Background: an optimization exercise with open tools, aiming at small area, a short achievable clock period and few clock cycles per item. Do not read the settings as production practice.
At most, simulation tests tie the RTL to the original design; equivalence was not proved.
Only the layout flow was run in runs 1 and 7; the RTL was not checked for function there.
Power and IR drop assume default switching activity.

===== flow/flow/run.sh =====
#!/bin/bash
set -euo pipefail
export SETUP_SLACK_MARGIN=6.6
bash standard.sh > standard_flow.log 2>&1

===== flow/standard.sh =====
#!/bin/bash
# synth_recipe.tcl (not shown) runs the flow's synth.tcl, then flattens the netlist and writes it again
# the make line also repeats each setting of config.mk as NAME=value (left out here)
make -C /OpenROAD-flow-scripts/flow DESIGN_CONFIG=/design/flow/config.mk WORK_HOME=/design/flow/orfs CLKGATE_MAP_FILE= SYNTH_SCRIPT=/design/flow/synth_recipe.tcl "${@:-finish}"

===== flow/config.mk =====
export PLATFORM = sky130hd
export DESIGN_NAME = cobsr_encoder
export DESIGN_NICKNAME = cobsr_encoder
export VERILOG_FILES = /design/flow/design.v
export SDC_FILE = /design/flow/constraint.sdc
export NUM_CORES = 4
export LEC_CHECK = 0
export CAP_MARGIN = 20
export CORE_MARGIN = 2
export CORE_UTILIZATION = 65
export CTS_CLUSTER_DIAMETER = 100
export CTS_CLUSTER_SIZE = 30
export PLACE_DENSITY = 0.75
export SLEW_MARGIN = 20

===== flow/constraint.sdc =====
create_clock -name core_clock -period 9.0 [get_ports {clk}]
set_input_delay 1.8000 -clock core_clock [delete_from_list [all_inputs] [get_ports {clk}]]
set_output_delay 1.8000 -clock core_clock [all_outputs]
set_load 0.01 [all_outputs]

===== flow/design.v =====
module cobsr_encoder (
    input  wire       clk,
    input  wire       rst,         
    input  wire       in_valid,
    output wire       in_ready,
    input  wire [7:0] in_data,
    input  wire       in_last,
    output wire       out_valid,
    input  wire       out_ready,
    output wire [7:0] out_data,
    output wire       out_last
);
    localparam integer N  = 256;   
    localparam integer Q  = 7;     
    localparam integer QB = 3;     
    localparam integer K  = 63;    
    localparam integer LQ = 4;     
    reg  [7:0] ring [0:N-1];
    wire [7:0] tap = ring[N-1];    
    reg        tap_mk;             
    reg        wr_en;
    reg        wr_mk;              
    integer i;
    always @(posedge clk) begin
        ring[0] <= !wr_en ? tap : (wr_mk ? 8'h00 : in_data);
        for (i = 1; i < N; i = i + 1)
            ring[i] <= ring[i-1];
        tap_mk <= (ring[N-2] == 8'h00);
    end
    reg  [7:0] acc;                
    reg  [7:0] wp;                 
    reg  [7:0] rp;                 
    reg        w_at, r_at;         
    reg        empty, full;        
    wire [7:0] acc1 = acc + 8'd1;
    wire [7:0] wp1  = wp + 8'd1;
    wire [7:0] rp1  = rp + 8'd1;
    wire [63:0] mk;
    assign mk[0] = 1'b0;
    genvar g;
    generate
        for (g = 1; g < 64; g = g + 1) begin : g_mk
            assign mk[g] = (ring[N-2-g] == 8'h00);
        end
    endgenerate
    function [6:0] first1;
        input [63:0] m;
        reg   [63:0]  vv;
        reg   [383:0] ix;              
        integer l, k;
        begin
            vv = m;
            ix = 384'd0;
            for (l = 0; l < 6; l = l + 1) begin
                for (k = 0; k < 32; k = k + 1) begin
                    if (k < (32 >> l)) begin
                        ix[6*k +: 6] = vv[2*k] ? ix[12*k +: 6]
                                               : (ix[12*k+6 +: 6] | (6'd1 << l));
                        vv[k] = vv[2*k] | vv[2*k+1];
                    end
                end
            end
            first1 = {vv[0], ix[5:0]};
        end
    endfunction
    wire [6:0] near = first1(mk);
    reg  [7:0] lq [0:LQ-1];
    reg  [1:0] lq_hd, lq_tl;
    reg        lq_push;
    reg  [7:0] code_r;             
    reg        near_r;             
    reg        closed_r;           
    reg        ir;                 
    reg        msg_open;           
    reg        dpend;              
    reg  [7:0] rl1;                
    reg        full_run;           
    reg  [7:0] cur_c;              
    assign in_ready = ir;
    reg  [7:0] q_f [0:Q-1];
    reg  [7:0] q_v [0:Q-1];        
    reg  [QB-1:0] q_hd, q_tl;
    reg        q_empty;
    reg  [QB:0]   nfl;             
    reg        fl_full;            
    reg        q_push, q_pop;
    reg  [7:0] push_f;
    reg  [7:0] push_v;
    function [QB-1:0] qinc;
        input [QB-1:0] x;
        qinc = (x == Q - 1) ? {QB{1'b0}} : x + 1'b1;
    endfunction
    reg        ov, sv;
    reg  [7:0] od, sd;
    reg        ol, sl;
    assign out_valid = ov;
    assign out_data  = od;
    assign out_last  = ol;
    wire take_out = ov && out_ready;
    reg        ofinal;             
    reg        fin_r;              
    reg        red_r;              
    wire [7:0] hd_f = q_f[q_hd];
    wire [7:0] hd_v = q_v[q_hd];
    wire rd      = r_at && !empty && !sv && (!tap_mk || ofinal || closed_r);
    reg  [7:0] rd_byte;
    reg        rd_last;
    always @* begin
        if (!tap_mk) begin
            rd_byte = tap;
            rd_last = 1'b0;
        end else if (ofinal) begin
            rd_byte = 8'h00;
            rd_last = 1'b1;
        end else begin
            rd_byte = red_r ? hd_v : code_r;
            rd_last = 1'b0;
        end
    end
    wire can_wr = w_at && (!full || !sv);
    wire take   = in_valid && ir;
    wire zero   = (in_data == 8'h00);
    wire reduce = in_last && !zero && (in_data > rl1);
    always @* begin
        wr_en   = 1'b0;
        wr_mk   = 1'b1;
        q_push  = take && in_last;
        push_f  = zero ? wp : cur_c;
        push_v  = reduce ? in_data : 8'h00;
        if (take) begin
            wr_en = 1'b1;
            wr_mk = zero || reduce;
        end else if (can_wr) begin
            if (dpend)
                wr_en = 1'b1;
            else if (!msg_open)
                wr_en = in_valid && !fl_full;
            else if (full_run)
                wr_en = 1'b1;
        end
    end
    always @* lq_push = wr_en && msg_open && wr_mk && (rl1 > K);
    wire start = wr_en && !dpend && !msg_open;
    wire inc_c = wr_en && !rd;
    wire dec_c = rd && !wr_en;
    always @* q_pop = rd && tap_mk && !ofinal && fin_r;
    reg  msg_open_n, dpend_n, full_run_n, full_n, sv_n;
    wire w_at_n = wr_en || empty || (wp == acc1);
    always @* begin
        msg_open_n = msg_open;
        dpend_n    = dpend;
        full_run_n = full_run;
        if (wr_en) begin
            if (dpend) begin
                dpend_n    = 1'b0;
                msg_open_n = 1'b0;
            end else if (!msg_open || !take || zero) begin
                msg_open_n = 1'b1;
                full_run_n = 1'b0;
                dpend_n    = take && in_last;
            end else if (reduce) begin
                msg_open_n = 1'b0;
            end else begin
                full_run_n = (rl1 == 8'd254);
                dpend_n    = in_last;
            end
        end
        full_n = inc_c ? (wp1 == rp) : (dec_c ? 1'b0 : full);
        sv_n   = sv ? !take_out : (rd && ov && !take_out);
    end
    always @(posedge clk) begin
        closed_r <= !(msg_open && cur_c == acc1 && !(wr_en && wr_mk));
        near_r   <= near[6];
        fin_r    <= q_empty ? (q_push && push_f == acc1) : (hd_f == acc1);
        red_r    <= q_empty ? (q_push && push_f == acc1 && reduce)
                            : (hd_f == acc1 && hd_v != 8'h00);
        code_r   <= near[6] ? {2'b00, near[5:0]}
                  : (lq_hd == lq_tl) ? rl1 : lq[lq_hd];
        if (rst) begin
            acc      <= 8'd0;
            wp       <= 8'd0;
            rp       <= 8'd0;
            w_at     <= 1'b1;
            r_at     <= 1'b1;
            empty    <= 1'b1;
            full     <= 1'b0;
            ir       <= 1'b0;
            msg_open <= 1'b0;
            dpend    <= 1'b0;
            full_run <= 1'b0;
            q_hd     <= {QB{1'b0}};
            lq_hd    <= 2'd0;
            lq_tl    <= 2'd0;
            q_tl     <= {QB{1'b0}};
            q_empty  <= 1'b1;
            nfl      <= {(QB+1){1'b0}};
            fl_full  <= 1'b0;
            ov       <= 1'b0;
            od       <= 8'h00;
            ol       <= 1'b0;
            sv       <= 1'b0;
            ofinal   <= 1'b0;
        end else begin
            acc <= acc1;
            if (wr_en) wp <= wp1;
            if (rd)    rp <= rp1;
            if (empty && !wr_en) begin
                wp <= acc1;
                rp <= acc1;
            end
            w_at <= w_at_n;
            r_at <= rd || (empty && !wr_en) || (rp == acc1);
            full <= full_n;
            if (inc_c)
                empty <= 1'b0;
            else if (dec_c)
                empty <= (rp1 == wp);
            msg_open <= msg_open_n;
            dpend    <= dpend_n;
            full_run <= full_run_n;
            ir       <= w_at_n && (!full_n || !sv_n) && msg_open_n &&
                        !dpend_n && !full_run_n;
            if (wr_en && !dpend) begin
                if (!msg_open || !take || zero) begin
                    cur_c <= wp;
                    rl1   <= 8'd1;
                end else begin
                    rl1   <= rl1 + 8'd1;
                end
            end
            if (q_push) begin
                q_f[q_tl] <= push_f;
                q_v[q_tl] <= push_v;
                q_tl      <= qinc(q_tl);
            end
            if (q_pop)
                q_hd <= qinc(q_hd);
            if (q_push && !q_pop)
                q_empty <= 1'b0;
            else if (q_pop && !q_push)
                q_empty <= (qinc(q_hd) == q_tl);
            if (start && !q_pop) begin
                nfl     <= nfl + 1'b1;
                fl_full <= (nfl == Q - 1);
            end else if (q_pop && !start) begin
                nfl     <= nfl - 1'b1;
                fl_full <= 1'b0;
            end
            if (lq_push) begin
                lq[lq_tl] <= rl1;
                lq_tl     <= lq_tl + 2'd1;
            end
            if (rd && tap_mk && !ofinal && !near_r)
                lq_hd <= lq_hd + 2'd1;
            if (rd && tap_mk)
                ofinal <= !ofinal && fin_r;
            sv <= sv_n;
            if (sv) begin
                if (take_out) begin
                    od <= sd; ol <= sl;
                end
            end else if (rd) begin
                if (!ov || take_out) begin
                    od <= rd_byte; ol <= rd_last; ov <= 1'b1;
                end else begin
                    sd <= rd_byte; sl <= rd_last;
                end
            end else if (take_out) begin
                ov <= 1'b0;
            end
        end
    end
endmodule

==> results of run 1 <==
-- per-stage QoR --
| step | cells | utilization | worst slack, ns | hold WS, ns |
|---|---|---|---|---|
| finish | 4535 | 0.734 | 5.56 | 0.313 |
| CTS | 4493 | 0.725 | 5.70 | 0.315 |
| detailed placement | 4310 | 0.680 | 3.77 | 0.312 |
| global placement | 4310 | 0.680 | 3.91 | 0.310 |
| floorplan | 3266 | - | 5.18 | 0.310 |
| global route | 4535 | 0.734 | 5.51 | 0.317 |
-- placed cells by master (no fill, tap or decap), drive strengths merged, types with 15 or more instances in the layout --
cell       n
mux2      16
clkbuf   105
o21ai     50
edfxtp   169
dfxtp   2126
mux2i     36
xnor2     61
a21oi     49
o22ai     15
nor3      16
xor2      27
and2      23
nand2    123
nor4     116
or4       28
nand4     15
nor2     102
buf      134
inv       35
nand3     34
ha        23
mux4      24
-- layout make-up --
class	count	area, sq um	share of cell area
tap	1070	1340	0.0222
multi-input combinational	885	7050	0.117
clock buffer	103	2240	0.0371
sequential	2295	47700	0.791
inverter	34	163	0.00270
timing repair buffer	139	1650	0.0274
clock inverter	9	128	0.00212
-- report_power, final --
group,internal [mW],switching [mW]
Combinational,0.423,0.413
Clock,1.81,2.79
Sequential,11.0,0.258
-- how the worst min path moves through the flow --
stage | from | endpoint | slack [ns]
after floorplan | ring[99][0] | ring[100][0] | 0.31
after global placement | ring[32][5] | ring[33][5] | 0.31
after detailed placement | ring[99][0] | ring[100][0] | 0.31
after CTS | ring[161][3] | ring[162][3] | 0.32
after global routing | ring[161][3] | ring[162][3] | 0.32
final | ring[63][1] | ring[64][1] | 0.31
-- layer usage --
layer | global-route usage | vias to the layer above | wire length [microns]
met5 | 0 | - | 0
met4 | 0.0710 | 0 | 2540
met3 | 0.0315 | 173 | 3820
met2 | 0.301 | 533 | 37600
met1 | 0.263 | 11100 | 37300
li1 | - | 11200 | -
-- worst register-to-register path, delay by kind of cell (launching register included) --
family / cells / cell delay [ns]
DFF: 1 / 0.47
and+or+nand+nor: 4 / 1.00
xor gates and xnor gates: 1 / 0.10
AOI/OAI and AO/OA: 4 / 0.60
buffers and inverters: 2 / 0.31
adders and majority gates: 2 / 0.44
-- state kept, by name (all words and copies together), names as in the netlist, 32 cells and up, named ones only --
| signal | count |
|---|---|
| q_v | 56 |
| ring | 2048 |
| lq | 32 |
| q_f | 56 |
-- cell families (layout without fill, tap and decap cells) --
group / Yosys count / count (layout) / share of synthesized area
compound gates: 195 / 195 / 0.0233
buf+inv: 88 / 285 / 0.00639
mux: 76 / 76 / 0.0200
fa+ha+maj: 24 / 24 / 0.00570
flops: 2295 / 2295 / 0.882
simple gates: 500 / 502 / 0.0478
xor+xnor: 88 / 88 / 0.0148
-- repair_timing --
| item | 4_1_cts | 5_1_grt |
|---|---|---|
| pin swaps | 58 | 49 |
| buffers inserted | 64 | 40 |
| setup endpoints to repair | 368 | 355 |
| gates cloned | 7 | 2 |
| gates resized for setup | 243 | 71 |
| hold endpoints to repair | 0 | 0 |
==> notes.md, run 1 <==
* CP endpoint: nfl[3]
* Power Total at 16.7 mW
* Count of nets after finishing at 3478
* Fraction of layout cells with a size suffix above 1 at 0.128
* R2R depth at 13
* Total global-route track usage at 0.189
* Drt drc at 0
* Core area at 82100 sq um
* WP buf/inv at 2
* Main synth FF type: dfxtp_1
* Share of the synthesized area in the top cell type at 0.788
* Number of hold buffers added after cts at 0
* Flop2flop setup slack at 6.04 ns
* Crit. End Element: flip-flop
* Post-detail-place hpwl at 43.8 mm
* CP Max Fanout at 4
* Clock sinks at 2295
* CP top delay family: compound AO/OA/AOI/OAI gates
* Area contributors post-synth: dfxtp_1, edfxtp_1, nor4_1
* Starting Density at 0.658
* Unrepaired setup endpoints after global routing: yes
* I/O Pins at 24
* CTS Buf Count at 86
* Post-synth EDFFs at 169
* FF-to-FF Start: empty
* Routability cong. at 0.845
* Tmin final at 3.44 ns
* Critical Path Slowest Stage Cell: o311ai_2
* H-Tree Level Count at 3
* Largest net degree at the start of global routing at 49
* Critical path type: input port to flip-flop
* Antenna violations before repair at 0
* Top cells by count, synth: dfxtp_1, edfxtp_1, nand2_1
* Drt wl/cell at 17.9 microns
* Worst VDD drop at 0.196 mV
* Row count at 105
* Worst endpoint required time at 9.62 ns
* CP cell instances: buf_8 > nor3b_4 > o311ai_2 > nand2_2 > nand2b_4 > nor2_4 > ha_4 > inv_4 > ha_4 > a21o_1 > a21oi_2 > xnor2_2 > or3_1 > a21oi_1
* Vias at 23000
* Hold Path Stages at 0
* Cell variety after synth at 70
* Pre-antenna DRT Iters at 5
* Mapped Cells at 3266
* Post-Route Setup TNS at 0 ns
* Initial DRC count at 1312
* Slew HR at 0.494
* Netlist Area Pre-Place at 54000 sq um
* Max-cap violation count at 0
* # fillers at 4751
* Die X at 292 microns
* Clk_skew at 0.0260 ns
* Syn. warnings at 2
* Final hold violation count at 0
* WP data arrival at 4.06 ns
* Clk latency of the worst-skew pair at 0.68 ns
* Power density over cell area at 277 nW/um^2
* Most used cell, CP: ha_4
* CTS Buffer Depth at 3
* Top-count cell post-synth: dfxtp_1
* HP Class: flip-flop to flip-flop
* Status: timing/DRC/antenna clean
* Synth area leader: dfxtp_1
* Drt total wl at 81.3 mm
* Vias per cell at 5.08
* Peak Freq at 291 MHz
* CTS tree: yes
* Post-route cell area at 60200 sq um
* PortBufs at 23
* Average cell area after synthesis at 16.5 sq um
* Slew Viols, Final at 0
* Syn nets at 3303
* Tcrit/Tclk final at 0.382
* Leakage at 23.0 nW
* Area delta synth->final at 11.5%
* Synth Register Bits at 2295
* Max incr delay on CP at 0.35 ns
* Least-Margin Pin Slew at 0.755 ns
* Number of inserted diodes at 0
* Die H at 292 microns
* First-pass GRT wire length at 129 mm
* Setup crit start: in_valid
* Vias in the first global route at 23900
* Placed Area at 55800 sq um
* Final setup vio count at 0
* DIE AREA at 85400 sq um
* GRT overflow at 0
* Reg-to-reg endpoint: nfl[3]
* CTS root buffer: clkbuf_16
* Asr flop ratio synth at 0
* Final antenna-violating net count at 0
* Clk slew on worst S/H paths at 0.12 ns
* Number of cells on the critical path at 14
* Register area share after synthesis at 0.882
* Crit start category: input port
==> inputs of run 2 (changes only) <==
--- a/flow/design.v
+++ b/flow/design.v
@@ -83,4 +83,4 @@
     reg        q_empty;
-    reg  [QB:0]   nfl;             
-    reg        fl_full;            
+    reg  [Q-1:0]  nfl;             
+    wire       fl_full = nfl[Q-1];
     reg        q_push, q_pop;
@@ -195,4 +195,3 @@
             q_empty  <= 1'b1;
-            nfl      <= {(QB+1){1'b0}};
-            fl_full  <= 1'b0;
+            nfl      <= {Q{1'b0}};
             ov       <= 1'b0;
@@ -242,7 +241,5 @@
             if (start && !q_pop) begin
-                nfl     <= nfl + 1'b1;
-                fl_full <= (nfl == Q - 1);
+                nfl     <= {nfl[Q-2:0], 1'b1};
             end else if (q_pop && !start) begin
-                nfl     <= nfl - 1'b1;
-                fl_full <= 1'b0;
+                nfl     <= {1'b0, nfl[Q-1:1]};
             end
==> flow/flow/run.sh (replaced) <==
#!/bin/bash
set -euo pipefail
export SETUP_SLACK_MARGIN=6.1
bash standard.sh > standard_flow.log 2>&1
==> notes.md, run 2 <==
* Status: timing/DRC/antenna clean
* Share of the synthesized area in the top cell type at 0.785 (-0.00268)
* CTS Buf Count at 86 (unchanged)
* Met2 wire length at 36.9 mm (-1.9%)
* Hold Path Stages at 0 (unchanged)
* Netlist Area Pre-Place at 54200 sq um (+0.44%)
* DIE AREA at 85800 sq um (+0.43%)
* Clk slew on worst S/H paths at 0.11 ns (about the same)
* Largest net degree at the start of global routing at 78 (+59%)
* Final antenna-violating net count at 0 (unchanged)
* Leakage at 22.4 nW (-2.7%)
* Asr flop ratio synth at 0 (unchanged)
* Power Total at 15.8 mW (-5.0%)
* Max incr delay on CP at 0.31 ns (-0.04 ns)
* Most frequent cells in the layout: dfxtp_1, edfxtp_1, nand2_1
* Area contributors post-synth: dfxtp_1, edfxtp_1, nor4_1
* DR top layer: met5
* Vias per cell at 5.07 (-0.27%)
* Count of nets after finishing at 3416 (-1.8%)
* Post-detail-place hpwl at 44.8 mm (+2.3%)
* Area delta synth->final at 8.84%
* Cell variety after synth at 80 (+14%)
* Fraction of layout cells with a size suffix above 1 at 0.0944 (-0.0331)
* Largest registers in the final layout: ring x2048, q_f x56, q_v x56
* Slew HR at 0.241 (-0.253)
* Drt total wl at 80.0 mm (-1.5%)
* Critical Path Slowest Stage Cell: a211oi_4
* Top-count cell post-synth: dfxtp_1
* Total global-route track usage at 0.189 (+0.000483)
* Pre-antenna DRT Iters at 5 (unchanged)
* Post-layout util at 0.717 (-0.0169)
* First-pass GRT wire length at 129 mm (+0.47%)
* Commonest non-fill, non-tap cell in the layout: dfxtp_1
* Max reg flops at 2048 (unchanged)
* Worst VDD drop at 0.191 mV (-2.9%)
* R2R depth at 7 (-6)
* WP buf/inv at 3 (+1)
* Synth Register Bits at 2297 (+0.087%)
* Starting Density at 0.658 (+0.000758)
* CP cell instances: buf_12 > ha_4 > nor2b_1 > o21a_1 > o21a_1 > o21bai_4 > buf_6 > a211oi_4 > buf_6 > o211a_1 > o2111a_1
* Max-cap violation count at 0 (unchanged)
* Clock sinks at 2297 (+0.087%)
* Flop2flop setup slack at 6.20 ns (+0.16 ns)
* CTS Buffer Depth at 3 (unchanged)
* Unrepaired setup endpoints after global routing: yes
* Post-synth EDFFs at 169 (unchanged)
* Final setup vio count at 0 (unchanged)
* Routability cong. at 0.810 (-4.1%)
* FF-to-FF Start: acc[0]
* I/O Pins at 24 (unchanged)
* Drt wl/cell at 17.9 microns (-0.13%)
* Synth area leader: dfxtp_1
* Main synth FF type: dfxtp_1
* Core area at 82400 sq um (+0.32%)
* H-Tree Level Count at 3 (unchanged)
* Post-Route Setup TNS at 0 ns (unchanged)
* HP Class: flip-flop to flip-flop
* CP top delay family: compound AO/OA/AOI/OAI gates
* Reg with most FFs: ring
* CTS tree: yes
* Hold Slack at 0.308 ns (-0.00444 ns)
* PortBufs at 23 (unchanged)
* CP endpoint: ir
* WP data arrival at 3.62 ns (-0.44 ns)
* Crit. End Element: flip-flop
* Drt drc at 0 (unchanged)
* Vias in the first global route at 23600 (-1.2%)
* Syn. warnings at 2 (unchanged)
* Number of cells on the critical path at 11 (-3)
* Clk latency of the worst-skew pair at 0.67 ns (about the same)
* GRT overflow at 0 (unchanged)
* Average cell area after synthesis at 16.6 sq um (+0.47%)
* Row count at 105 (unchanged)
* Peak Freq at 333 MHz (+15%)
* Syn nets at 3299 (-0.12%)
* Final hold violation count at 0 (unchanged)
* Top cells by count, synth: dfxtp_1, edfxtp_1, nand2_1
* Setup crit start: in_data[1]
* WL met1 at 37.8 mm (+1.3%)
* Reg-to-reg endpoint: ir
* Initial DRC count at 1436 (+9.5%)
* Vias at 22700 (-1.7%)
* CTS root buffer: clkbuf_16
* Worst endpoint required time at 9.61 ns (about the same)
* Power density over cell area at 268 nW/um^2 (-3.1%)
* Antenna violations before repair at 2 (+2)
* Tmin final at 3.00 ns (-0.436 ns)
* Register area share after synthesis at 0.879 (-0.00309)
* Clk_skew at 0.0342 ns (+0.00821 ns)
* Slew Viols, Final at 0 (unchanged)
* Mapped Cells at 3265 (-0.031%)
* Critical path type: input port to flip-flop
* Least-Margin Pin Slew at 1.14 ns (+0.382 ns)
* Die H at 293 microns (+0.21%)
* Crit start category: input port
* Met3 WL at 3.49 mm (-8.6%)
* Tcrit/Tclk final at 0.334 (-0.0484)
* Die X at 293 microns (+0.21%)
* CP Max Fanout at 4 (unchanged)
## run 2: cell type report
type | count | area, sq um
tap | 1070 | 1340
clock inverter | 5 | 109
inverter | 36 | 150
sequential | 2297 | 47700
multi-input combinational | 880 | 6680
clock buffer | 101 | 2250
fill | 4957 | 23300
antenna | 1 | 2.50
timing repair inverter | 1 | 8.76
timing repair buffer | 80 | 797
## run 2: logic make-up (layout without fill, tap and decap cells)
kind of cell,count (synthesis),after routing,share of synthesized area
AND/OR/NAND/NOR,500,501,0.0485
XOR/XNOR,85,85,0.0147
AO/OA/AOI/OAI,194,194,0.0240
flip-flops,2297,2297,0.879
other,0,1,0
adder cells (fa/ha/maj),21,21,0.00484
buffers and inverters,89,223,0.00853
multiplexers,79,79,0.0205
## run 2: layer usage
| layer | vias to the layer above | global-route usage |
|---|---|---|
| li1 | 11100 | - |
| met1 | 11000 | 0.273 |
| met2 | 438 | 0.299 |
| met3 | 122 | 0.0299 |
| met4 | 2 | 0.0558 |
| met5 | - | 0 |
## run 2: worst min path at each step
stage               slack [ns]      endpoint         start
finish                    0.31   ring[63][2]   ring[62][2]
CTS                       0.31    ring[7][6]    ring[6][6]
floorplan                 0.31  ring[100][0]   ring[99][0]
detailed placement        0.31  ring[111][4]  ring[110][4]
global route              0.32   ring[78][0]   ring[77][0]
global placement          0.31    ring[4][5]    ring[3][5]
## run 2: repair_timing
item	CTS	global route
pin swaps	33	24
gates resized for setup	153	37
endpoints found under the setup margin	334	154
hold buffers	0	0
setup buffers	44	6
gates cloned	2	0
## run 2: power breakdown
group	switching (mW)	total, mW	leakage (nW)	internal, mW
clock	2.79	4.61	1.14	1.81
sequential	0.143	10.7	18.7	10.5
combinational	0.304	0.564	2.52	0.260
total	3.24	15.8	22.4	12.6
## run 2: worst reg2reg max path: stages, from the launching register on
cell and delay, ns:
dfxtp_2 0.58, ha_1 0.38, xnor2_4 0.21, xnor2_1 0.17, or4_1 0.52, or3_1 0.37, o31ai_2 0.28, o2111a_1 0.24
## run 2: per-stage QoR
step | cell area (sq um) | cells | worst slack [ns]
floorplan | 54600 | 3265 | 5.58
global placement | 55900 | 4312 | 4.49
detailed placement | 55900 | 4312 | 4.38
CTS | 58800 | 4464 | 5.98
global route | 59000 | 4471 | 5.97
finish | 59000 | 4471 | 6.00
Testbench counts of run 2, summed over its fixed seeds: cycles 43,346, bytes 40,795.
==> inputs of run 3 (changes only) <==
--- a/flow/config.mk
+++ b/flow/config.mk
@@ -11,3 +11,3 @@
 export CTS_CLUSTER_DIAMETER = 100
-export CTS_CLUSTER_SIZE = 30
+export CTS_CLUSTER_SIZE = 25
 export PLACE_DENSITY = 0.75
==> notes.md, run 3 <==
* Clk pwr share at 0.306 (+0.015)
* Area contributors post-synth: dfxtp_1, edfxtp_1, nor4_1
* Core area at 82400 sq um (unchanged)
* Syn nets at 3299 (unchanged)
* Slew Viols, Final at 0 (unchanged)
* WP buf/inv at 1 (-2)
* CP top delay family: compound AO/OA/AOI/OAI gates
* Top cells by count, synth: dfxtp_1, edfxtp_1, nand2_1
* Max-cap violation count at 0 (unchanged)
* Number of hold buffers added after cts at 0 (unchanged)
* Most frequent cells in the layout: dfxtp_1, edfxtp_1, nand2_1
* Adder-cell share of the synthesized area at 0.00484 (unchanged)
* Share of the synthesized area in the top cell type at 0.785 (unchanged)
* Critical Path Slowest Stage Cell: a31o_4
* Worst endpoint required time at 9.42 ns (-0.19 ns)
* Multiplexer area fraction after synthesis at 0.0205 (unchanged)
* Initial DRC count at 1357 (-5.5%)
* Mapped Cells at 3265 (unchanged)
* Combinational power share at 0.034 (-0.002)
* Least-Margin Pin Slew at 1.06 ns (-0.0801 ns)
* Post-route cell area at 59300 sq um (+0.50%)
* XOR/XNOR Fraction of Synth Area at 0.0147 (unchanged)
* GRT overflow at 0 (unchanged)
* Largest net degree at the start of global routing at 78 (unchanged)
* Flop2flop setup slack at 6.18 ns (-0.02 ns)
* Die X at 293 microns (unchanged)
* Main synth FF type: dfxtp_1
* Slew HR at 0.294 (+0.0535)
* Critical path type: input port to flip-flop
* HP Class: flip-flop to flip-flop
* Antenna violations before repair at 4 (+2)
* Net load switching power at 3.32 mW (+2.4%)
* # fillers at 4909 (-0.97%)
* Worst Setup Slack, final at 6.03 ns (+0.0346 ns)
* Post-synthesis compound-gate area fraction at 0.0240 (unchanged)
* Fraction of layout cells with a size suffix above 1 at 0.0958 (+0.00139)
* Starting Density at 0.658 (unchanged)
* Top-count cell post-synth: dfxtp_1
* CTS Buffer Depth at 3 (unchanged)
* Placed Area at 55900 sq um (unchanged)
* Clk_skew at 0.0537 ns (+0.0194 ns)
* Largest registers in the final layout: ring x2048, q_f x56, q_v x56
* Count of nets after finishing at 3416 (unchanged)
* Post-synth EDFFs at 169 (unchanged)
* Max incr delay on CP at 0.27 ns (-0.04 ns)
* CP Max Fanout at 8 (+4)
* Netlist Area Pre-Place at 54200 sq um (unchanged)
* Seq pwr share at 0.660 (-0.014)
* H-Tree Level Count at 3 (unchanged)
* Tcrit/Tclk final at 0.330 (-0.00384)
* Row count at 105 (unchanged)
* Int Pwr at 12.9 mW (+2.0%)
* CTS root buffer: clkbuf_16
* Final hold violation count at 0 (unchanged)
* Reg with most FFs: ring
* PortBufs at 23 (unchanged)
* Status: timing/DRC/antenna clean
* Register area share after synthesis at 0.879 (unchanged)
* Cell variety after synth at 80 (unchanged)
* Synth area leader: dfxtp_1
* Synth Register Bits at 2297 (unchanged)
* Leakage at 22.5 nW (+0.76%)
* Tmin final at 2.97 ns (-0.0346 ns)
* First-pass GRT wire length at 131 mm (+1.0%)
* Post-Route Setup TNS at 0 ns (unchanged)
* Vias at 22700 (+0.21%)
* Crit. End Element: flip-flop
* Vias per cell at 5.07 (+0.12%)
* DIE AREA at 85800 sq um (unchanged)
* Pre-antenna DRT Iters at 7 (+2)
* Drt wl/cell at 18.0 microns (+0.35%)
* Max reg flops at 2048 (unchanged)
* Place WS at 4.38 ns (unchanged)
* Post-detail-place hpwl at 44.8 mm (unchanged)
* Crit start category: input port
* Average cell area after synthesis at 16.6 sq um (unchanged)
* Most used cell, CP: o21a_1
* Drt drc at 0 (unchanged)
* I/O Pins at 24 (unchanged)
* Power density over cell area at 273 nW/um^2 (+1.6%)
* Commonest non-fill, non-tap cell in the layout: dfxtp_1
* CTS tree: yes
* Unrepaired setup endpoints after global routing: yes
* Final setup vio count at 0 (unchanged)
* WP data arrival at 3.39 ns (-0.23 ns)
* Switch share at 0.205 (+0.000561)
* Die H at 293 microns (unchanged)
* Drt total wl at 80.4 mm (+0.43%)
* CP cell instances: buf_12 > ha_4 > nor2b_4 > o21a_1 > o21a_1 > o21bai_4 > a31o_4 > nor3_4 > and2_4
* Main combinational cell family by area after synthesis: simple AND/OR/NAND/NOR gates
* Routability cong. at 0.810 (unchanged)
* Clk latency of the worst-skew pair at 0.70 ns (+0.03 ns)
* Syn. warnings at 2 (unchanged)
* Worst VDD drop at 0.218 mV (+14%)
* Final antenna-violating net count at 0 (unchanged)
* Power Total at 16.2 mW (+2.1%)
* CTS Buf Count at 101 (+17%)
* Clock sinks at 2297 (unchanged)
* Vias in the first global route at 23900 (+1.5%)
* Area delta synth->final at 9.38%
* Peak Freq at 337 MHz (+1.2%)
* Asr flop ratio synth at 0 (unchanged)
* Total global-route track usage at 0.191 (+0.00174)
* Post-synthesis simple-gate area fraction at 0.0485 (unchanged)
* Clk slew on worst S/H paths at 0.09 ns (-0.02 ns)
==> run 3: what timing repair did <==
| action | 4_1_cts | 5_1_grt |
|---|---|---|
| gates cloned | 1 | 0 |
| setup endpoints to repair | 326 | 93 |
| resized for setup | 155 | 26 |
| pin swaps | 25 | 18 |
| setup buffers | 33 | 3 |
==> run 3: area by class of cell <==
| type | count | area (sq um) | share of cell area |
|---|---|---|---|
| Sequential cell | 2297 | 47700 | 0.804 |
| Multi-Input combinational cell | 879 | 6690 | 0.113 |
| Clock buffer | 117 | 2610 | 0.0440 |
| Tap cell | 1070 | 1340 | 0.0226 |
| Timing Repair Buffer | 66 | 689 | 0.0116 |
| Inverter | 36 | 151 | 0.00255 |
| Clock inverter | 7 | 140 | 0.00236 |
| Timing Repair inverter | 1 | 8.76 | 0.000148 |
| Antenna cell | 2 | 5.00 | 0.0000844 |
==> run 3: worst register-to-register path: stages (launching register included) <==
cell,delay (ns)
dfxtp_2,0.56
ha_1,0.40
xnor2_4,0.21
xnor2_1,0.17
or4_1,0.52
or3_1,0.36
o31ai_2,0.28
o2111a_1,0.24
==> run 3: path summary, 6_finish.rpt <==
path / startpoint / to / cells after the start
setup / recovery: in_data[1] / lq[1][2] / 9
hold / removal: ring[27][1] / ring[28][1] / 0
setup reg to reg: acc[0] / ir / 7
hold reg to reg: ring[27][1] / ring[28][1] / 0
==> run 3: power by group through the flow <==
stage | registers [mW] | logic, mW | clock network, mW
2_1_floorplan | 10.8 | 0.396 | 0
3_3_place_gp | 10.9 | 0.449 | 0
3_5_place_dp | 10.9 | 0.460 | 0
4_1_cts | 10.7 | 0.535 | 5.09
5_1_grt | 10.7 | 0.598 | 5.43
6_report | 10.7 | 0.553 | 4.95
==> run 3: metrics by stage <==
stage	instances	hold WS, ns	util
3_5_place_dp	4312	0.312	0.678
4_1_cts	4470	0.300	0.718
5_1_grt	4475	0.319	0.720
3_3_place_gp	4312	0.310	0.678
2_1_floorplan	3265	0.310	-
6_report	4475	0.302	0.720
==> run 3: metal layers <==
layer  wire [microns]  vias up  global-route usage
li1                 -    11100                   -
met1            37300    11000               0.272
met2            37100      448               0.302
met3             3730      163              0.0356
met4             2270        4              0.0574
met5               22        -                   0
==> run 3: logic make-up (layout without fill, tap and decap cells) <==
group                      count (synthesis)  after routing
DFF                                     2297           2297
xor gates and xnor gates                  85             85
muxes                                     79             79
adders and majority gates                 21             21
other                                      0              2
buffers and inverters                     89            227
AOI/OAI and AO/OA                        194            194
and+or+nand+nor                          500            500
==> inputs of run 4 (changes only) <==
==> flow/flow/run.sh (replaced) <==
#!/bin/bash
set -euo pipefail
export SETUP_SLACK_MARGIN=6.25
bash standard.sh > standard_flow.log 2>&1
==> notes.md, run 4 <==
* Status: timing/DRC/antenna clean
* Tcrit/Tclk final at 0.334 (+0.00402)
* Worst VDD drop at 0.185 mV (-15%)
* Tmin final at 3.01 ns (+0.0361 ns)
* Critical path type: input port to flip-flop
* Number of hold buffers added after cts at 0 (unchanged)
* Max reg flops at 2048 (unchanged)
* # fillers at 4951 (+0.86%)
* Final antenna-violating net count at 0 (unchanged)
* Crit. End Element: flip-flop
* DIE AREA at 85800 sq um (unchanged)
* R2R depth at 7 (unchanged)
* Mapped Cells at 3265 (unchanged)
* Net load switching power at 3.31 mW (-0.31%)
* I/O Pins at 24 (unchanged)
* Vias in the first global route at 23600 (-1.3%)
* Pre-antenna DRT Iters at 5 (-2)
* Post-synth EDFFs at 169 (unchanged)
* Row count at 105 (unchanged)
* Least-Margin Pin Slew at 1.11 ns (+0.0520 ns)
* Routability cong. at 0.842 (+3.9%)
* Synth Register Bits at 2297 (unchanged)
* Seq pwr share at 0.659 (about the same)
* First-pass GRT wire length at 128 mm (-2.2%)
* Clk pwr share at 0.304 (-0.002)
* Register area share after synthesis at 0.879 (unchanged)
* Switch share at 0.204 (-0.000698)
* Die X at 293 microns (unchanged)
* Top-count cell post-synth: dfxtp_1
* Placed Area at 55900 sq um (about the same)
* Initial DRC count at 1315 (-3.1%)
* H-Tree Level Count at 3 (unchanged)
* Register area at 47700 sq um (about the same)
* Unrepaired setup endpoints after global routing: yes
* Post-route cell area at 59600 sq um (+0.49%)
* Antenna violations before repair at 3 (-1)
* Reg-to-reg endpoint: ir
* Cell variety after synth at 80 (unchanged)
* Area contributors post-synth: dfxtp_1, edfxtp_1, nor4_1
* Peak Freq at 333 MHz (-1.2%)
* CTS tree: yes
* Average cell area after synthesis at 16.6 sq um (unchanged)
* Largest net degree at the start of global routing at 78 (unchanged)
* Starting Density at 0.658 (unchanged)
* PortBufs at 23 (unchanged)
* Start point of the worst hold path: ring[105][2]
* Drt drc at 0 (unchanged)
* Post-Route Setup TNS at 0 ns (unchanged)
* Crit start category: input port
* Reg with most FFs: ring
* Multi-input logic area at 6780 sq um (+1.4%)
* Flop2flop setup slack at 6.29 ns (+0.11 ns)
* Area delta synth->final at 9.92%
* FF-to-FF Start: acc[0]
* Worst endpoint required time at 9.39 ns (-0.03 ns)
* CTS Buffer Depth at 3 (unchanged)
* Commonest non-fill, non-tap cell in the layout: dfxtp_1
* Slew HR at 0.260 (-0.0347)
* Die H at 293 microns (unchanged)
* Fraction of layout cells with a size suffix above 1 at 0.105 (+0.00911)
* Drt wl/cell at 17.4 microns (-3.3%)
* Clk slew on worst S/H paths at 0.09 ns (about the same)
* WP data arrival at 3.40 ns (about the same)
* Int Pwr at 12.9 mW (+0.12%)
* Syn nets at 3299 (unchanged)
* Core area at 82400 sq um (unchanged)
* CP Max Fanout at 8 (unchanged)
* Total global-route track usage at 0.186 (-0.00533)
* Vias at 22700 (-0.075%)
* Share of the synthesized area in the top cell type at 0.785 (unchanged)
* Post-detail-place hpwl at 44.9 mm (+0.24%)
* Power Total at 16.2 mW (about the same)
* Main synth FF type: dfxtp_1
* Final setup vio count at 0 (unchanged)
* Power density over cell area at 271 nW/um^2 (-0.46%)
* Slew Viols, Final at 0 (unchanged)
* CTS Buf Count at 101 (unchanged)
* CTS root buffer: clkbuf_16
* Top cells by count, synth: dfxtp_1, edfxtp_1, nand2_1
* Clk_skew at 0.0311 ns (-0.0226 ns)
* Final hold violation count at 0 (unchanged)
* GRT overflow at 0 (unchanged)
* Most frequent cells in the layout: dfxtp_1, edfxtp_1, nand2_1
* Drt total wl at 78.1 mm (-2.9%)
* Max-cap violation count at 0 (unchanged)
* Clk latency of the worst-skew pair at 0.70 ns (about the same)
* Hold Path Stages at 0 (unchanged)
* Combinational power share at 0.036 (+0.002)
* Vias per cell at 5.05 (-0.48%)
* Asr flop ratio synth at 0 (unchanged)
* Largest registers in the final layout: ring x2048, q_f x56, q_v x56
* Netlist Area Pre-Place at 54200 sq um (unchanged)
* Clock sinks at 2297 (unchanged)
* Hold Path Sink: ring[106][2]
* Count of nets after finishing at 3436 (+0.59%)
* Leakage at 22.7 nW (+0.73%)
* Synth area leader: dfxtp_1
* HP Class: flip-flop to flip-flop
* Syn. warnings at 2 (unchanged)
-- run 4: worst max-delay path, cell delays in order --
cell and delay, ns:
buf_8 0.11, nor4_4 0.36, buf_4 0.19, a21oi_4 0.06, a21o_1 0.17, a31o_4 0.24, nor3_4 0.19, and2_4 0.27
-- run 4: cell type report --
cell class / count / area share
Antenna cell: 1 / 0.0000420
Clock buffer: 116 / 0.0437
Clock inverter: 7 / 0.00252
Inverter: 36 / 0.00252
Multi-Input combinational cell: 879 / 0.114
Sequential cell: 2297 / 0.800
Tap cell: 1070 / 0.0225
Timing Repair Buffer: 86 / 0.0148
Timing Repair inverter: 1 / 0.000147
-- run 4: worst max path at each step --
| stage | start | to | depth (start not counted) |
|---|---|---|---|
| floorplan | in_data[7] | lq[0][0] | 7 |
| finish | in_data[6] | lq[1][2] | 8 |
| CTS | ov | out_valid | 1 |
| global placement | in_data[1] | ring[0][7] | 9 |
| detailed placement | in_valid | lq[1][2] | 10 |
| global route | in_data[1] | lq[1][2] | 8 |
-- run 4: power groups by stage --
stage	registers, mW	clock network [mW]	logic (mW)
after floorplan	10.8	0	0.405
after global routing	10.7	5.41	0.632
after global placement	10.9	0	0.457
after detailed placement	10.9	0	0.471
final	10.7	4.92	0.586
after CTS	10.7	5.06	0.562
-- run 4: stage by stage --
stage	hold WS, ns	setup WS, ns	cells	utilization
3_3_place_gp	0.310	4.48	4312	0.679
4_1_cts	0.318	5.98	4485	0.722
5_1_grt	0.325	5.96	4493	0.724
2_1_floorplan	0.310	5.58	3265	-
3_5_place_dp	0.312	4.44	4312	0.679
6_report	0.317	5.99	4493	0.724
-- run 4: routing by layer --
layer | routed length [microns] | vias to the layer above | global-route usage | share of wire
met5 | 13 | - | 0 | 0.00017
met4 | 2300 | 2 | 0.0635 | 0.029
met3 | 2890 | 157 | 0.0307 | 0.037
met2 | 35900 | 396 | 0.293 | 0.46
met1 | 37000 | 11000 | 0.264 | 0.47
li1 | - | 11100 | - | -
-- run 4: what timing repair did --
action                     in CTS  in global routing
setup endpoints to repair     342                214
gates resized for setup       184                 23
buffers inserted               49                  7
pin swaps                      50                 24
cloned                          1                  0
-- run 4: logic make-up after synthesis --
family,count (synthesis),synth area share
and+or+nand+nor,500,0.0485
DFF,2297,0.879
buffers and inverters,89,0.00853
AOI/OAI and AO/OA,194,0.0240
muxes,79,0.0205
adders and majority gates,21,0.00484
xor gates and xnor gates,85,0.0147
==> inputs of run 5 (changes only) <==
==> flow/flow/run.sh (replaced) <==
#!/bin/bash
set -euo pipefail
export SETUP_SLACK_MARGIN=6.1
bash standard.sh > standard_flow.log 2>&1
--- a/flow/config.mk
+++ b/flow/config.mk
@@ -10,3 +10,3 @@
 export CORE_UTILIZATION = 65
-export CTS_CLUSTER_DIAMETER = 100
+export CTS_CLUSTER_DIAMETER = 60
 export CTS_CLUSTER_SIZE = 25
==> notes.md, run 5 <==
* Hold Path Sink: ring[28][1]
* Count of nets after finishing at 3435 (-0.029%)
* Place WS at 4.38 ns (-0.0572 ns)
* Tmin final at 3.06 ns (+0.0516 ns)
* Drt total wl at 82.3 mm (+5.4%)
* DIE AREA at 85800 sq um (unchanged)
* Netlist Area Pre-Place at 54200 sq um (unchanged)
* Crit. End Element: flip-flop
* Area delta synth->final at 10.5%
* Pre-antenna DRT Iters at 8 (+3)
* Cell variety after synth at 80 (unchanged)
* Total global-route track usage at 0.196 (+0.0105)
* Mapped Cells at 3265 (unchanged)
* Main synth FF type: dfxtp_1
* Worst endpoint required time at 9.59 ns (+0.20 ns)
* Start point of the worst hold path: ring[27][1]
* Worst Setup Slack, final at 5.94 ns (-0.0516 ns)
* Largest registers in the final layout: ring x2048, q_f x56, q_v x56
* Clk slew on worst S/H paths at 0.09 ns (about the same)
* GRT overflow at 0 (unchanged)
* Post-synth EDFFs at 169 (unchanged)
* Synth area leader: dfxtp_1
* Max reg flops at 2048 (unchanged)
* H-Tree Level Count at 3 (unchanged)
* Leakage at 22.8 nW (+0.39%)
* Post-detail-place hpwl at 44.8 mm (-0.24%)
* Worst VDD drop at 0.199 mV (+7.5%)
* Most frequent cells in the layout: dfxtp_1, edfxtp_1, clkbuf_16
* Hold Path Stages at 0 (unchanged)
* Synth Register Bits at 2297 (unchanged)
* I/O Pins at 24 (unchanged)
* Syn nets at 3299 (unchanged)
* Number of hold buffers added after cts at 0 (unchanged)
* WP data arrival at 3.65 ns (+0.25 ns)
* Largest net degree at the start of global routing at 78 (unchanged)
* Vias per cell at 5.09 (+0.89%)
* Asr flop ratio synth at 0 (unchanged)
* Antenna violations before repair at 4 (+1)
* Core area at 82400 sq um (unchanged)
* Final setup vio count at 0 (unchanged)
* CTS tree: yes
* Clock sinks at 2297 (unchanged)
* Reg-to-reg endpoint: ir
* Vias at 23000 (+1.4%)
* Power density over cell area at 278 nW/um^2 (+2.5%)
* Top-count cell post-synth: dfxtp_1
* Post-Route Setup TNS at 0 ns (unchanged)
* Row count at 105 (unchanged)
* Fraction of layout cells with a size suffix above 1 at 0.107 (+0.00252)
* FF-to-FF Start: acc[0]
* Critical path type: input port to flip-flop
* Die X at 293 microns (unchanged)
* Crit start category: input port
* Status: timing/DRC/antenna clean
* Slew Viols, Final at 0 (unchanged)
* HP Class: flip-flop to flip-flop
* R2R depth at 7 (unchanged)
* Clk_skew at 0.0385 ns (+0.00739 ns)
* CP Max Fanout at 7 (-1)
* Peak Freq at 327 MHz (-1.7%)
* Die H at 293 microns (unchanged)
* Starting Density at 0.658 (unchanged)
* Share of the synthesized area in the top cell type at 0.785 (unchanged)
* CTS Buffer Depth at 3 (unchanged)
* Average cell area after synthesis at 16.6 sq um (unchanged)
* Flop2flop setup slack at 6.24 ns (-0.05 ns)
* Unrepaired setup endpoints after global routing: yes
* Top cells by count, synth: dfxtp_1, edfxtp_1, nand2_1
* Max-cap violation count at 0 (unchanged)
* Drt drc at 0 (unchanged)
* CTS root buffer: clkbuf_16
* CTS Buf Count at 110 (+8.9%)
* Register area share after synthesis at 0.879 (unchanged)
* First-pass GRT wire length at 133 mm (+4.5%)
* Final hold violation count at 0 (unchanged)
* Least-Margin Pin Slew at 1.07 ns (-0.0362 ns)
* Reg with most FFs: ring
* Initial DRC count at 1356 (+3.1%)
* Commonest non-fill, non-tap cell in the layout: dfxtp_1
* Vias in the first global route at 24200 (+2.2%)
* Clk latency of the worst-skew pair at 0.71 ns (about the same)
* Final antenna-violating net count at 0 (unchanged)
* Area contributors post-synth: dfxtp_1, edfxtp_1, nor4_1
* Post-layout util at 0.727 (+0.00352)
* Tcrit/Tclk final at 0.340 (+0.00573)
* Routability cong. at 0.810 (-3.7%)
* Slew HR at 0.284 (+0.0242)
* Drt wl/cell at 18.2 microns (+4.9%)
* Syn. warnings at 2 (unchanged)
* PortBufs at 23 (unchanged)
-- run 5: cell counts after synthesis --
No cell type changed its count.
-- run 5: how the worst max path moves through the flow --
stage / startpoint / endpoint / slack (ns) / cells past startpoint
after floorplan: in_data[7] / lq[0][0] / 5.58 / 7
after global placement: in_data[1] / ring[0][7] / 4.49 / 9
after detailed placement: in_data[1] / ring[0][5] / 4.38 / 9
after CTS: ov / out_valid / 5.99 / 1
after global routing: in_data[1] / lq[0][1] / 5.95 / 9
final: in_data[1] / ring[0][5] / 5.94 / 11
-- run 5: cell type report --
class                      instances  area [sq um]
sequential                      2297         47700
fill                            4859         22500
multi-input combinational        880          6670
clock buffer                     121          2850
tap                             1070          1340
timing repair buffer              75           756
clock inverter                    34           438
inverter                          36           150
timing repair inverter             1          8.76
antenna                            1          2.50
-- run 5: timing repair --
action	CTS	global route
setup buffers	37	8
setup endpoints to repair	326	146
gates cloned	2	0
resized for setup	157	26
hold endpoints to repair	0	0
pin swaps	37	22
-- run 5: worst max-delay path, cell delays in order --
cell,delay (ns)
buf_12,0.11
ha_4,0.25
nor2b_1,0.16
o21a_1,0.15
o21a_1,0.18
o21bai_4,0.08
buf_6,0.13
a211oi_4,0.34
buf_4,0.19
nor2_4,0.05
a22o_1,0.20
-- run 5: report_power, final --
group	leakage, nW	total, mW	internal (mW)	switching, mW
clock	1.60	5.44	2.37	3.08
sequential	18.7	10.7	10.5	0.142
combinational	2.49	0.547	0.245	0.302
-- run 5: through the flow --
| step | area (sq um) | cells | total power, mW | hold slack, ns |
|---|---|---|---|---|
| after floorplan | 54600 | 3265 | 11.2 | 0.310 |
| after global placement | 55900 | 4312 | 11.3 | 0.310 |
| after detailed placement | 55900 | 4312 | 11.4 | 0.312 |
| after CTS | 59700 | 4506 | 16.8 | 0.310 |
| after global routing | 59900 | 4515 | 17.2 | 0.322 |
| final | 59900 | 4515 | 16.7 | 0.307 |
-- run 5: cell families (layout without fill, tap and decap cells) --
kind of cell,count (synthesis),in the layout,share of synthesized area
muxes,79,79,0.0205
xor gates and xnor gates,85,85,0.0147
buffers and inverters,89,267,0.00853
other,0,1,0
DFF,2297,2297,0.879
and+or+nand+nor,500,501,0.0485
adders and majority gates,21,21,0.00484
AOI/OAI and AO/OA,194,194,0.0240
-- run 5: routing by layer --
metal  up-vias  GRT usage  routed length (microns)
met5         -          0                       34
met4         6     0.0628                     2360
met3       161     0.0329                     3410
met2       459      0.315                    38500
met1     11200      0.276                    38000
li1      11200          -                        -
==> inputs of run 6 (changes only) <==
--- a/flow/config.mk
+++ b/flow/config.mk
@@ -9,6 +9,6 @@
 export CORE_MARGIN = 2
-export CORE_UTILIZATION = 65
-export CTS_CLUSTER_DIAMETER = 60
+export CORE_UTILIZATION = 55
+export CTS_CLUSTER_DIAMETER = 100
 export CTS_CLUSTER_SIZE = 25
-export PLACE_DENSITY = 0.75
+export PLACE_DENSITY = 0.65
 export SLEW_MARGIN = 20
==> notes.md, run 6 <==
* Synth Register Bits at 2297 (unchanged)
* Vias in the first global route at 23100 (-4.4%)
* Place WS at 4.33 ns (-0.0542 ns)
* I/O Pins at 24 (unchanged)
* # fillers at 7136 (+47%)
* WP buf/inv at 1 (-2)
* Int Pwr at 12.9 mW (-1.8%)
* Crit. End Element: output pin
* Multi-input logic area at 6670 sq um (about the same)
* Power Total at 16.2 mW (-2.6%)
* Number of cells on the critical path at 1 (-10)
* Hold Slack at 0.321 ns (+0.0141 ns)
* CTS root buffer: clkbuf_16
* PortBufs at 23 (unchanged)
* Drt total wl at 75.6 mm (-8.1%)
* First-pass GRT wire length at 123 mm (-7.6%)
* HP Class: flip-flop to flip-flop
* Tmin final at 3.02 ns (-0.0336 ns)
* Met2 GRT Util at 0.226 (-0.0888)
* Most frequent cells in the layout: dfxtp_1, edfxtp_1, nand2_1
* Top cells by count, synth: dfxtp_1, edfxtp_1, nand2_1
* Crit start category: flip-flop
* CTS tree: yes
* Commonest non-fill, non-tap cell in the layout: dfxtp_1
* DIE AREA at 101000 sq um (+18%)
* Top-count cell post-synth: dfxtp_1
* Number of hold buffers added after cts at 0 (unchanged)
* Mapped Cells at 3265 (unchanged)
* Status: timing/DRC/antenna clean
* Number of inserted diodes at 0 (-1)
* Peak Freq at 331 MHz (+1.1%)
* Average cell area after synthesis at 16.6 sq um (unchanged)
* Clk_skew at 0.0393 ns (+0.000821 ns)
* CP top delay family: flip-flops
* Pre-antenna DRT Iters at 6 (-2)
* Post-synth EDFFs at 169 (unchanged)
* CTS Buf Count at 102 (-7.3%)
* R2R depth at 5 (-2)
* Clk latency of the worst-skew pair at 0.72 ns (about the same)
* Die H at 318 microns (+8.6%)
* Final hold violation count at 0 (unchanged)
* Least-Margin Pin Slew at 1.08 ns (+0.00761 ns)
* Final setup vio count at 0 (unchanged)
* Largest net degree at the start of global routing at 77 (-1.3%)
* Worst endpoint required time at 7.20 ns (-2.39 ns)
* GRT overflow at 0 (unchanged)
* Post-layout util at 0.609 (-0.119)
* Initial DRC count at 1246 (-8.1%)
* CP Max Fanout at 2 (-5)
* Die X at 318 microns (+8.6%)
* Vias at 22500 (-2.3%)
* Clk slew on worst S/H paths at 0.10 ns (about the same)
* Power density over cell area at 272 nW/um^2 (-2.3%)
* Row count at 115 (+9.5%)
* Seq pwr share at 0.658 (+0.018)
* Main synth FF type: dfxtp_1
* Vias per cell at 4.78 (-6.2%)
* Start point of the worst hold path: ring[134][4]
* Register area at 47700 sq um (about the same)
* Placed Area at 56100 sq um (+0.46%)
* Hold Path Sink: ring[135][4]
* Routability cong. at 0.814 (+0.43%)
* Share of the synthesized area in the top cell type at 0.785 (unchanged)
* Slew HR at 0.279 (-0.00508)
* GR Util met1 at 0.219 (-0.0567)
* Max reg flops at 2048 (unchanged)
* Fraction of layout cells with a size suffix above 1 at 0.0998 (-0.00764)
* WP data arrival at 1.22 ns (-2.43 ns)
* Worst VDD drop at 0.179 mV (-10%)
* Reg with most FFs: ring
* Final antenna-violating net count at 0 (unchanged)
* Post-route cell area at 59700 sq um (-0.30%)
* Worst Setup Slack, final at 5.98 ns (+0.0336 ns)
* Largest registers in the final layout: ring x2048, q_f x56, q_v x56
* Post-Route Setup TNS at 0 ns (unchanged)
* Slew Viols, Final at 0 (unchanged)
* Drt wl/cell at 16.1 microns (-12%)
* CP cell instances: buf_6
* Critical Path Slowest Stage Cell: dfxtp_4
* Placed insts at 4528 (+5.0%)
* Area delta synth->final at 10.1%
* Post-detail-place hpwl at 43.6 mm (-2.5%)
* Syn nets at 3299 (unchanged)
* Max incr delay on CP at 0.38 ns (+0.04 ns)
* Starting Density at 0.553 (-0.106)
* CTS Buffer Depth at 3 (unchanged)
* Clock sinks at 2297 (unchanged)
* Tcrit/Tclk final at 0.336 (-0.00374)
* Max-cap violation count at 0 (unchanged)
* Hold Path Stages at 0 (unchanged)
* Netlist Area Pre-Place at 54200 sq um (unchanged)
* Cell variety after synth at 80 (unchanged)
* Total global-route track usage at 0.150 (-0.0463)
* Syn. warnings at 2 (unchanged)
* Leakage at 22.6 nW (-0.68%)
* Flop2flop setup slack at 6.25 ns (about the same)
* Combinational power share at 0.036 (+0.003)
* Met3 usage at 0.0274 (-0.00541)
* Reg-to-reg endpoint: red_r
* Register area share after synthesis at 0.879 (unchanged)
* Critical path type: flip-flop to output pin
* GR peak layer: met2
* Unrepaired setup endpoints after global routing: yes
* Count of nets after finishing at 3432 (-0.087%)
* Asr flop ratio synth at 0 (unchanged)
* Switch share at 0.205 (-0.00652)
* Final non-filler cell total at 4704 (+4.2%)
* Area contributors post-synth: dfxtp_1, edfxtp_1, nor4_1
* Net load switching power at 3.32 mW (-5.6%)
* Antenna violations before repair at 2 (-2)
* Core area at 98100 sq um (+19%)
* Synth area leader: dfxtp_1
* Clk pwr share at 0.307 (-0.020)
* Drt drc at 0 (unchanged)
* H-Tree Level Count at 3 (unchanged)
## run 6: cell counts after synthesis
No cell type changed its count.
## run 6: how the worst max path moves through the flow
stage                          start    endpoint  slack, ns
final                             ir    in_ready       5.98
after global routing              ir    in_ready       5.92
after global placement    in_data[1]  ring[0][4]       4.38
after CTS                         ir    in_ready       5.93
after floorplan           in_data[7]    lq[0][0]       5.58
after detailed placement  in_data[1]  ring[0][7]       4.33
## run 6: layout make-up
cell class / instances / area share
Clock inverter: 11 / 0.00321
Timing Repair Buffer: 81 / 0.0133
Inverter: 36 / 0.00253
Timing Repair inverter: 1 / 0.000147
Clock buffer: 112 / 0.0435
Sequential cell: 2297 / 0.799
Multi-Input combinational cell: 879 / 0.112
Tap cell: 1287 / 0.0270
## run 6: timing repair
action | CTS | global route
setup buffers | 38 | 14
gates resized for setup | 150 | 40
gates cloned | 1 | 0
setup endpoints to repair | 326 | 71
hold endpoints to repair | 0 | 0
pin swaps | 31 | 21
## run 6: power by group through the flow
stage	Combinational, mW	Sequential (mW)	Clock (mW)
2_1_floorplan	0.396	10.8	0
3_3_place_gp	0.451	10.9	0
3_5_place_dp	0.466	10.9	0
4_1_cts	0.535	10.7	5.13
5_1_grt	0.627	10.7	5.50
6_report	0.582	10.7	4.97
## run 6: logic make-up after synthesis
| family | after synthesis | synth area share |
|---|---|---|
| flops | 2297 | 0.879 |
| xor+xnor | 85 | 0.0147 |
| compound gates | 194 | 0.0240 |
| simple gates | 500 | 0.0485 |
| mux | 79 | 0.0205 |
| buf+inv | 89 | 0.00853 |
| fa+ha+maj | 21 | 0.00484 |
## run 6: per-layer routing
| layer | up-vias | part of all wire | wire, microns |
|---|---|---|---|
| met5 | - | 0 | 0 |
| met4 | 0 | 0.031 | 2320 |
| met3 | 172 | 0.043 | 3230 |
| met2 | 375 | 0.43 | 32600 |
| met1 | 10800 | 0.50 | 37500 |
| li1 | 11100 | - | - |
==> inputs of run 7 (changes only) <==
--- a/flow/design.v
+++ b/flow/design.v
@@ -81,2 +81,3 @@
     reg  [7:0] q_v [0:Q-1];        
+    reg        q_r [0:Q-1];        
     reg  [QB-1:0] q_hd, q_tl;
@@ -104,2 +105,3 @@
     wire [7:0] hd_v = q_v[q_hd];
+    wire       hd_r = q_r[q_hd];
     wire rd      = r_at && !empty && !sv && (!tap_mk || ofinal || closed_r);
@@ -128,3 +130,3 @@
         push_f  = zero ? wp : cur_c;
-        push_v  = reduce ? in_data : 8'h00;
+        push_v  = in_data;
         if (take) begin
@@ -175,3 +177,3 @@
         red_r    <= q_empty ? (q_push && push_f == acc1 && reduce)
-                            : (hd_f == acc1 && hd_v != 8'h00);
+                            : (hd_f == acc1 && hd_r);
         code_r   <= near[6] ? {2'b00, near[5:0]}
@@ -232,2 +234,3 @@
                 q_v[q_tl] <= push_v;
+                q_r[q_tl] <= reduce;
                 q_tl      <= qinc(q_tl);
--- a/flow/config.mk
+++ b/flow/config.mk
@@ -9,6 +9,6 @@
 export CORE_MARGIN = 2
-export CORE_UTILIZATION = 55
+export CORE_UTILIZATION = 65
 export CTS_CLUSTER_DIAMETER = 100
 export CTS_CLUSTER_SIZE = 25
-export PLACE_DENSITY = 0.65
+export PLACE_DENSITY = 0.75
 export SLEW_MARGIN = 20
==> notes.md, run 7 <==
* Least-Margin Pin Slew at 0.820 ns (-0.261 ns)
* Row count at 106 (-7.8%)
* Worst VDD drop at 0.193 mV (+7.7%)
* Vias at 22800 (+1.7%)
* Die H at 293 microns (-7.8%)
* CTS Buffer Depth at 3 (unchanged)
* Switch share at 0.208 (+0.00358)
* Clk_skew at 0.0448 ns (+0.00544 ns)
* PortBufs at 23 (unchanged)
* Peak Freq at 330 MHz (-0.14%)
* Commonest non-fill, non-tap cell in the layout: dfxtp_1
* Top cells by count, synth: dfxtp_1, edfxtp_1, nand2_1
* Vias in the first global route at 24500 (+6.1%)
* Routability cong. at 0.830 (+2.0%)
* R2R depth at 7 (+2)
* Power density over cell area at 273 nW/um^2 (+0.71%)
* Largest net degree at the start of global routing at 59 (-23%)
* Critical path type: input port to flip-flop
* Drt drc at 0 (unchanged)
* I/O Pins at 24 (unchanged)
* Largest registers in the final layout: ring x2048, q_f x56, q_v x56
* Final antenna-violating net count at 0 (unchanged)
* Slew HR at 0.449 (+0.171)
* Clk pwr share at 0.307 (about the same)
* Net load switching power at 3.39 mW (+2.2%)
* H-Tree Level Count at 3 (unchanged)
* Core area at 83200 sq um (-15%)
* Crit. End Element: flip-flop
* Post-detail-place hpwl at 47.1 mm (+7.9%)
* Post-layout util at 0.716 (+0.108)
* Pre-antenna DRT Iters at 7 (+1)
* Leakage at 22.7 nW (+0.16%)
* DIE AREA at 85900 sq um (-15%)
* Worst endpoint required time at 9.38 ns (+2.18 ns)
* Clk latency of the worst-skew pair at 0.70 ns (-0.02 ns)
* Synth Register Bits at 2304 (+0.30%)
* Vias per cell at 5.07 (+6.2%)
* Slew Viols, Final at 0 (unchanged)
* Starting Density at 0.654 (+0.101)
* Initial DRC count at 1326 (+6.4%)
* Die X at 293 microns (-7.8%)
* Final setup vio count at 0 (unchanged)
* Number of hold buffers added after cts at 0 (unchanged)
* First-pass GRT wire length at 136 mm (+11%)
* FF-to-FF Start: ring[196][4]
* Most frequent cells in the layout: dfxtp_1, edfxtp_1, nand2_1
* Clk slew on worst S/H paths at 0.09 ns (about the same)
* GRT overflow at 0 (unchanged)
* Main synth FF type: dfxtp_1
* Seq pwr share at 0.656 (-0.002)
* Combinational power share at 0.037 (about the same)
* Total global-route track usage at 0.202 (+0.0523)
* WP data arrival at 3.41 ns (+2.19 ns)
* Register area share after synthesis at 0.881 (+0.00207)
* Top-count cell post-synth: dfxtp_1
* CP endpoint: lq[1][5]
* Max-cap violation count at 0 (unchanged)
* Crit start category: input port
* Final hold violation count at 0 (unchanged)
* Max reg flops at 2048 (unchanged)
* Post-synth EDFFs at 176 (+4.1%)
* Area contributors post-synth: dfxtp_1, edfxtp_1, nor4_1
* CTS root buffer: clkbuf_16
* Syn. warnings at 2 (unchanged)
* Unrepaired setup endpoints after global routing: yes
* Int Pwr at 12.9 mW (about the same)
* HP Class: flip-flop to flip-flop
* Tmin final at 3.03 ns (+0.00438 ns)
* Asr flop ratio synth at 0 (unchanged)
* CTS Buf Count at 102 (unchanged)
* Count of nets after finishing at 3440 (+0.23%)
* CTS tree: yes
* CP Max Fanout at 8 (+6)
* Status: timing/DRC/antenna clean
* Area delta synth->final at 9.57%
* Post-route cell area at 59600 sq um (-0.29%)
* Share of the synthesized area in the top cell type at 0.784 (-0.00161)
* Flop2flop setup slack at 6.26 ns (about the same)
* Reg-to-reg endpoint: code_r[0]
* Drt wl/cell at 18.9 microns (+17%)
* Netlist Area Pre-Place at 54400 sq um (+0.21%)
* Clock sinks at 2304 (+0.30%)
* Fraction of layout cells with a size suffix above 1 at 0.0891 (-0.0107)
* Synth area leader: dfxtp_1
* Drt total wl at 85.1 mm (+12%)
* Hold Path Stages at 0 (unchanged)
* Placed Area at 56100 sq um (-0.12%)
* Setup crit start: in_data[1]
* Cell variety after synth at 83 (+3.8%)
* Tcrit/Tclk final at 0.336 (+0.000487)
* Reg with most FFs: ring
* Syn nets at 3319 (+0.61%)
* Mapped Cells at 3285 (+0.61%)
* Post-Route Setup TNS at 0 ns (unchanged)
* Antenna violations before repair at 2 (unchanged)
* Average cell area after synthesis at 16.5 sq um (-0.40%)
-- run 7: cell count changes after synthesis, sizes merged, moves of 8 or more --
cell | previous run | this run
a22o | 7 | 20
nor2b | 12 | 3
nand3b | 13 | 1
a21oi | 45 | 69
mux2 | 16 | 8
o21ai | 39 | 51
nand2 | 112 | 129
o22ai | 14 | 6
nand2b | 3 | 13
or4 | 34 | 25
-- run 7: worst min-delay path by stage --
stage	startpoint	end
after floorplan	ring[99][0]	ring[100][0]
after global placement	ring[44][7]	ring[45][7]
after detailed placement	ring[137][6]	ring[138][6]
after CTS	ring[41][6]	ring[42][6]
after global routing	ring[41][6]	ring[42][6]
final	ring[41][6]	ring[42][6]
-- run 7: repair_timing --
action | in CTS | in global routing
setup endpoints to repair | 273 | 76
pin swaps | 27 | 22
endpoints found under the hold margin | 0 | 0
gates resized for setup | 153 | 35
buffers inserted | 33 | 8
cloned | 0 | 0
-- run 7: layer usage --
layer  share of wire  GRT usage
met2            0.50      0.353
met3           0.032     0.0285
met1            0.44      0.265
met5               0          0
met4           0.025     0.0586
-- run 7: power by group through the flow --
| stage | registers (mW) | clock network [mW] | logic (mW) |
|---|---|---|---|
| 2_1_floorplan | 10.8 | 0 | 0.397 |
| 3_3_place_gp | 10.9 | 0 | 0.499 |
| 3_5_place_dp | 10.9 | 0 | 0.511 |
| 4_1_cts | 10.7 | 5.13 | 0.567 |
| 5_1_grt | 10.7 | 5.47 | 0.651 |
| 6_report | 10.7 | 5.00 | 0.598 |
-- run 7: cell type report --
class	instances	area, sq um
clock buffers	113	2590
multi-input cells	892	6610
inverters	35	139
flip-flops and latches	2304	47900
fillers	4874	23600
diodes	1	2.50
clock inverters	8	185
well taps	1080	1350
repair buffers	71	769
-- run 7: metrics by stage --
stage	hold slack, ns	cells	setup slack (ns)	power [mW]
3_5_place_dp	0.312	4341	4.13	11.4
5_1_grt	0.302	4503	5.97	16.8
4_1_cts	0.296	4495	5.99	16.4
6_report	0.300	4504	5.97	16.3
3_3_place_gp	0.310	4341	4.19	11.4
2_1_floorplan	0.310	3285	5.46	11.2
-- run 7: cell families after synthesis --
| group | count (synthesis) | share of synthesized area |
|---|---|---|
| AOI/OAI and AO/OA | 219 | 0.0258 |
| xor gates and xnor gates | 86 | 0.0149 |
| adders and majority gates | 21 | 0.00483 |
| buffers and inverters | 89 | 0.00723 |
| DFF | 2304 | 0.881 |
| muxes | 67 | 0.0183 |
| and+or+nand+nor | 499 | 0.0479 |
-- run 7: worst max-delay path, cell delays in order --
cell and delay, ns:
buf_12 0.11, ha_4 0.25, nor2b_1 0.12, o211ai_1 0.10, a21o_1 0.21, a21oi_4 0.20
o21ai_4 0.09, buf_12 0.14, nor3b_4 0.22, buf_12 0.16

## static timing again, ports no longer ideal
The results above use ideal ports. As a check the final layouts listed here were re-extracted and re-timed, cells and wires unchanged. Step 1 sets driving cells, clkbuf_16 on the clock port and buf_2 on the other inputs (assumed; they add their load-dependent delay and slew). Step 2 moves the port delays by t, midway between the first and last clock arrival at a register: inputs arrive t later, outputs are due t later. That takes back most of the time a late clock gives input paths. a / b / c = ideal / step 1 / step 2; a / b = the first two.
run | t (ns) | setup slack, ns | hold WS [ns] | slew at the worst register clock pin (ns) | worst slew at a driven data input, ns
run 1 | 0.732 | 5.560 / 5.571 / 4.839 | 0.313 / 0.313 / 0.313 | 0.12 / 0.12 | 0.07
run 2 | 0.720 | 5.995 / 5.967 / 5.260 | 0.308 / 0.308 / 0.308 | 0.11 / 0.11 | 0.13
run 3 | 0.738 | 6.030 / 5.973 / 5.287 | 0.302 / 0.302 / 0.302 | 0.10 / 0.10 | 0.11
run 4 | 0.744 | 5.994 / 5.964 / 5.222 | 0.317 / 0.317 / 0.317 | 0.11 / 0.11 | 0.13
run 5 | 0.759 | 5.942 / 5.950 / 5.191 | 0.307 / 0.307 / 0.307 | 0.10 / 0.10 | 0.12
run 6 | 0.761 | 5.976 / 5.915 / 5.181 | 0.321 / 0.321 / 0.321 | 0.11 / 0.11 | 0.12
run 7 | 0.738 | 5.972 / 5.967 / 5.235 | 0.300 / 0.300 / 0.300 | 0.11 / 0.11 | 0.08
After both steps setup and hold are still met in every run listed. The setup slack of run 6, which loses most, moves by -0.061 ns with the drivers and by -0.795 ns with both steps.
